Source: an optimization exercise on an open RTL-to-GDS flow (aim: small area). Production flows keep margins and buffers that such runs may drop.
Function was checked by simulation only, so behaviour that the tests miss may differ from the original.
Power is estimated from default activity; no workload was simulated.

==> inputs of job 8148 <==
// dwin_engine
module dwin_engine #(
    parameter [31:0] FRAME_TIMEOUT = 32'd12,
    parameter [15:0] BUZZER_ADDR   = 16'h00A0
) (
    input  wire        clk,
    input  wire        rst,           
    input  wire        host_we,
    input  wire [9:0]  host_addr,
    input  wire [31:0] host_wdata,
    output reg  [31:0] host_rdata,
    output wire        busy,
    input  wire        tick,
    input  wire        rx_valid,
    input  wire [7:0]  rx_data,
    output wire        tx_valid,
    output reg  [7:0]  tx_data,
    input  wire        tx_ready,
    input  wire        tx_err         
);
Settings: LEC_CHECK=0, CAP_MARGIN=20, CORE_MARGIN=2, CORE_UTILIZATION=60, CTS_CLUSTER_DIAMETER=100, CTS_CLUSTER_SIZE=30, PLACE_DENSITY=0.7, SLEW_MARGIN=20; clock period 12.0 ns.
run.sh (not shown) runs the stock make flow with config.mk's settings and CLKGATE_MAP_FILE= SYNTH_SCRIPT=/design/flow/synth_recipe.tcl, a recipe that flattens the netlist after the stock synthesis.
==> job 7429 (differences from job 8148) <==
--- a/flow/design.v
+++ b/flow/design.v
@@ -10,40 +10,39 @@
     input  wire          clear,       
     output wire [AW:0]   count,
     output wire [7:0]    head0,
     output wire [7:0]    head1
 );
     reg [7:0]  mem [0:DEPTH-1];
     reg [AW-1:0] rd_ptr;
     reg [AW-1:0] wr_ptr;
-    reg          full;
-    wire push = in_valid && !full;
-    wire [AW-1:0] diff = wr_ptr - rd_ptr;
-    assign count = {full, diff};
+    reg [AW:0]   cnt;
+    wire push = in_valid && !cnt[AW];
+    assign count = cnt;
     assign head0 = mem[rd_ptr];
     assign head1 = mem[rd_ptr + 1'b1];
     always @(posedge clk) begin
         if (push)
             mem[wr_ptr] <= in_data;
     end
     always @(posedge clk) begin
         if (rst) begin
             rd_ptr <= {AW{1'b0}};
             wr_ptr <= {AW{1'b0}};
-            full   <= 1'b0;
+            cnt    <= {(AW+1){1'b0}};
         end else begin
             if (push)
                 wr_ptr <= wr_ptr + 1'b1;
             if (clear) begin
                 rd_ptr <= wr_ptr;
-                full   <= 1'b0;
+                cnt    <= {{AW{1'b0}}, push};
             end else begin
                 rd_ptr <= rd_ptr + {{(AW-2){1'b0}}, pop};
-                full   <= (pop == 2'd0) && (full || (push && (&diff)));
+                cnt    <= cnt - {{(AW-1){1'b0}}, pop} + {{AW{1'b0}}, push};
             end
         end
     end
 endmodule
 module dwin_engine #(
     parameter [31:0] FRAME_TIMEOUT = 32'd12,
     parameter [15:0] BUZZER_ADDR   = 16'h00A0
 ) (
@@ -103,17 +102,17 @@
     localparam [7:0] SYNC0 = 8'h5A,
                      SYNC1 = 8'hA5,
                      FILL  = 8'hFF;
     reg [3:0]  ctl;
     reg        ovr;
     reg [2:0]  code;
     reg [31:0] desc0, desc1, desc2;
     reg [7:0]  text_in [0:TEXT_CAP-1];
-    reg [2:0]  op_op;                 
+    reg [3:0]  op_op;
     reg [7:0]  op_len8;
     reg [15:0] op_addr;
     reg [31:0] op_arg;                
     reg [7:0]  op_text [0:TEXT_CAP-1];
     reg        evt_valid;
     reg [7:0]  evt_start, evt_end, evt_data, evt_cmd, evt_len;
     reg [1:0]  lst_state;
     reg [7:0]  lst_n, lst_idx, lst_cmd, lst_start, lst_end, lst_data;
@@ -333,17 +332,17 @@
                 if (rst || (tb_we && text_len == gj))
                     text_buf[gj] <= h0_g;
         end
     endgenerate
     always @(posedge clk) begin
         if (accept) begin
             for (i = 0; i < TEXT_CAP; i = i + 1)
                 op_text[i] <= text_in[i];
-            op_op   <= desc0[3] ? 3'd0 : desc0[2:0];
+            op_op   <= desc0[3:0];
             op_len8 <= desc0[15:8];
             op_addr <= desc0[31:16];
         end
         if (accept)
             op_arg <= {desc1[31:8],
                        (desc0[3:0] == OP_WRITE_STRING) ? desc2[23:16] : desc1[7:0]};
         else if (rt_dec)
             op_arg <= op_arg - 32'd1;
Settings changed: CORE_UTILIZATION 60 to 35, CTS_CLUSTER_DIAMETER 100 to default, CTS_CLUSTER_SIZE 30 to default, PLACE_DENSITY 0.7 to 0.5.
==> comparison table <==
quantity                                                                                       job 8148                 job 7429
Count of buffering cells on the critical path with inverters included                                 5                        4
First-pass GRT wire length                                                                       404 mm                   439 mm
TritonCTS Buffers                                                                                    74                      197
Crit share post-route                                                                             88.6%                    84.7%
Combinational cell power                                                                     0.000514 W               0.000666 W
Share of final layout cell area taken by clock buffers and inverters                              2.63%                    6.80%
Run status                                                                     timing/DRC/antenna clean  timing/DRC/antenna clean
Max-slew headroom                                                                                 12.1%                    15.2%
Arrival time of data at the critical path endpoint                                              8230 ps                  7770 ps
Highest achievable clock rate                                                                  94.1 MHz                 98.4 MHz
Part of the total power dissipated in the clock network                                           28.0%                    40.7%
Hold worst-path end                                                                      op_text[18][1]           op_text[10][0]
Inst Count DP                                                                                      6775                     7985
Complex-gate fraction of the synthesized area                                                     11.9%                    12.1%
Number of enable-type register cells in the synthesized netlist                                    1843                     1844
Standard cell with the maximum stage delay on the critical path        sky130_fd_sc_hd__clkdlybuf4s50_1  sky130_fd_sc_hd__nor3_1

========
==> trial 88: inputs <==
dwin_engine, a different RTL version from the one above (not shown whole).
clock: 12.0 ns
lec_check: 0
cap_margin: 20
core_margin: 2
core_utilization: 60
cts_cluster_diameter: 100
cts_cluster_size: 25
place_density: 0.7
slew_margin: 20
==> inputs of trial 56, as changes to trial 88 <==
==> flow/flow/run.sh (new file) <==
#!/bin/bash
# Layout flow: the standard flow (standard synthesis unchanged), with
# two changes to how the layout is made:
#  - the port buffers are the smallest buffer cell (buf_1) instead of the
#    default choice;
#  - clock tree synthesis inserts no dummy loads.
# Each step's full output goes to a log file in this folder.
set -e
export BUFFER_PORTS_ARGS="-buffer_cell sky130_fd_sc_hd__buf_1"
export CTS_ARGS="-sink_clustering_enable -repair_clock_nets -sink_clustering_size 25 -sink_clustering_max_diameter 100 -dont_use_dummy_load"
bash standard.sh > standard_flow.log 2>&1
==> flow/standard.sh (new file) <==
#!/bin/bash
# synth_recipe.tcl (not shown) runs the flow's synth.tcl, then flattens the netlist and writes it again
# the make line also repeats each setting of config.mk as NAME=value (left out here)
make -C /OpenROAD-flow-scripts/flow DESIGN_CONFIG=/design/flow/config.mk WORK_HOME=/design/flow/orfs CLKGATE_MAP_FILE= SYNTH_SCRIPT=/design/flow/synth_recipe.tcl "${@:-finish}"
- CORE_UTILIZATION: 60 -> 65
- PLACE_DENSITY: 0.7 -> 0.8
removed: flow/run.sh
==> notes <==
Die area: trial 88 is larger than trial 56 (about 8%).
Sequential power is about the same in trial 56 and trial 88.
In trial 88 the clock power is larger than in trial 56, by about 5%.
Against trial 56, the via count of trial 88 is smaller by 5.0%.
Flip-flop and latch count is the same in trial 88 and trial 56.
Wire length: trial 88 is lower than trial 56 (2.6%).

what the ideal ports hide:
The flow's constraints put no driver on any port. The routed layouts listed below were extracted and timed again, unchanged, in two steps. Step 1 (the two cells are an assumption about what drives the block):
set clk [get_ports {clk}]
set_driving_cell -lib_cell sky130_fd_sc_hd__clkbuf_16 $clk
set_driving_cell -lib_cell sky130_fd_sc_hd__buf_2 [delete_from_list [all_inputs] $clk]
Step 2 also shifts input and output timing later by t, the mid clock arrival at the registers, as if the neighbouring blocks saw the same clock. Slacks: ideal ports / drivers / drivers and shift; pairs: ideal ports / drivers.
run	shift t [ns]	setup WS [ns]	worst setup path at the end	pins driven straight from the clock port
job 8148	0.819	1.372 / 1.348 / 1.348	input to output	1
job 7429	0.913	1.834 / 1.750 / 2.092	input to output	1
trial 88	0.835	1.660 / 1.628 / 1.628	input to output	1
trial 56	0.806	1.887 / 1.856 / 1.856	input to output	1
After both steps every run listed still meets setup and hold. The setup slack of trial 88, which loses most, moves by -0.032 ns with the drivers and by -0.032 ns with both steps.
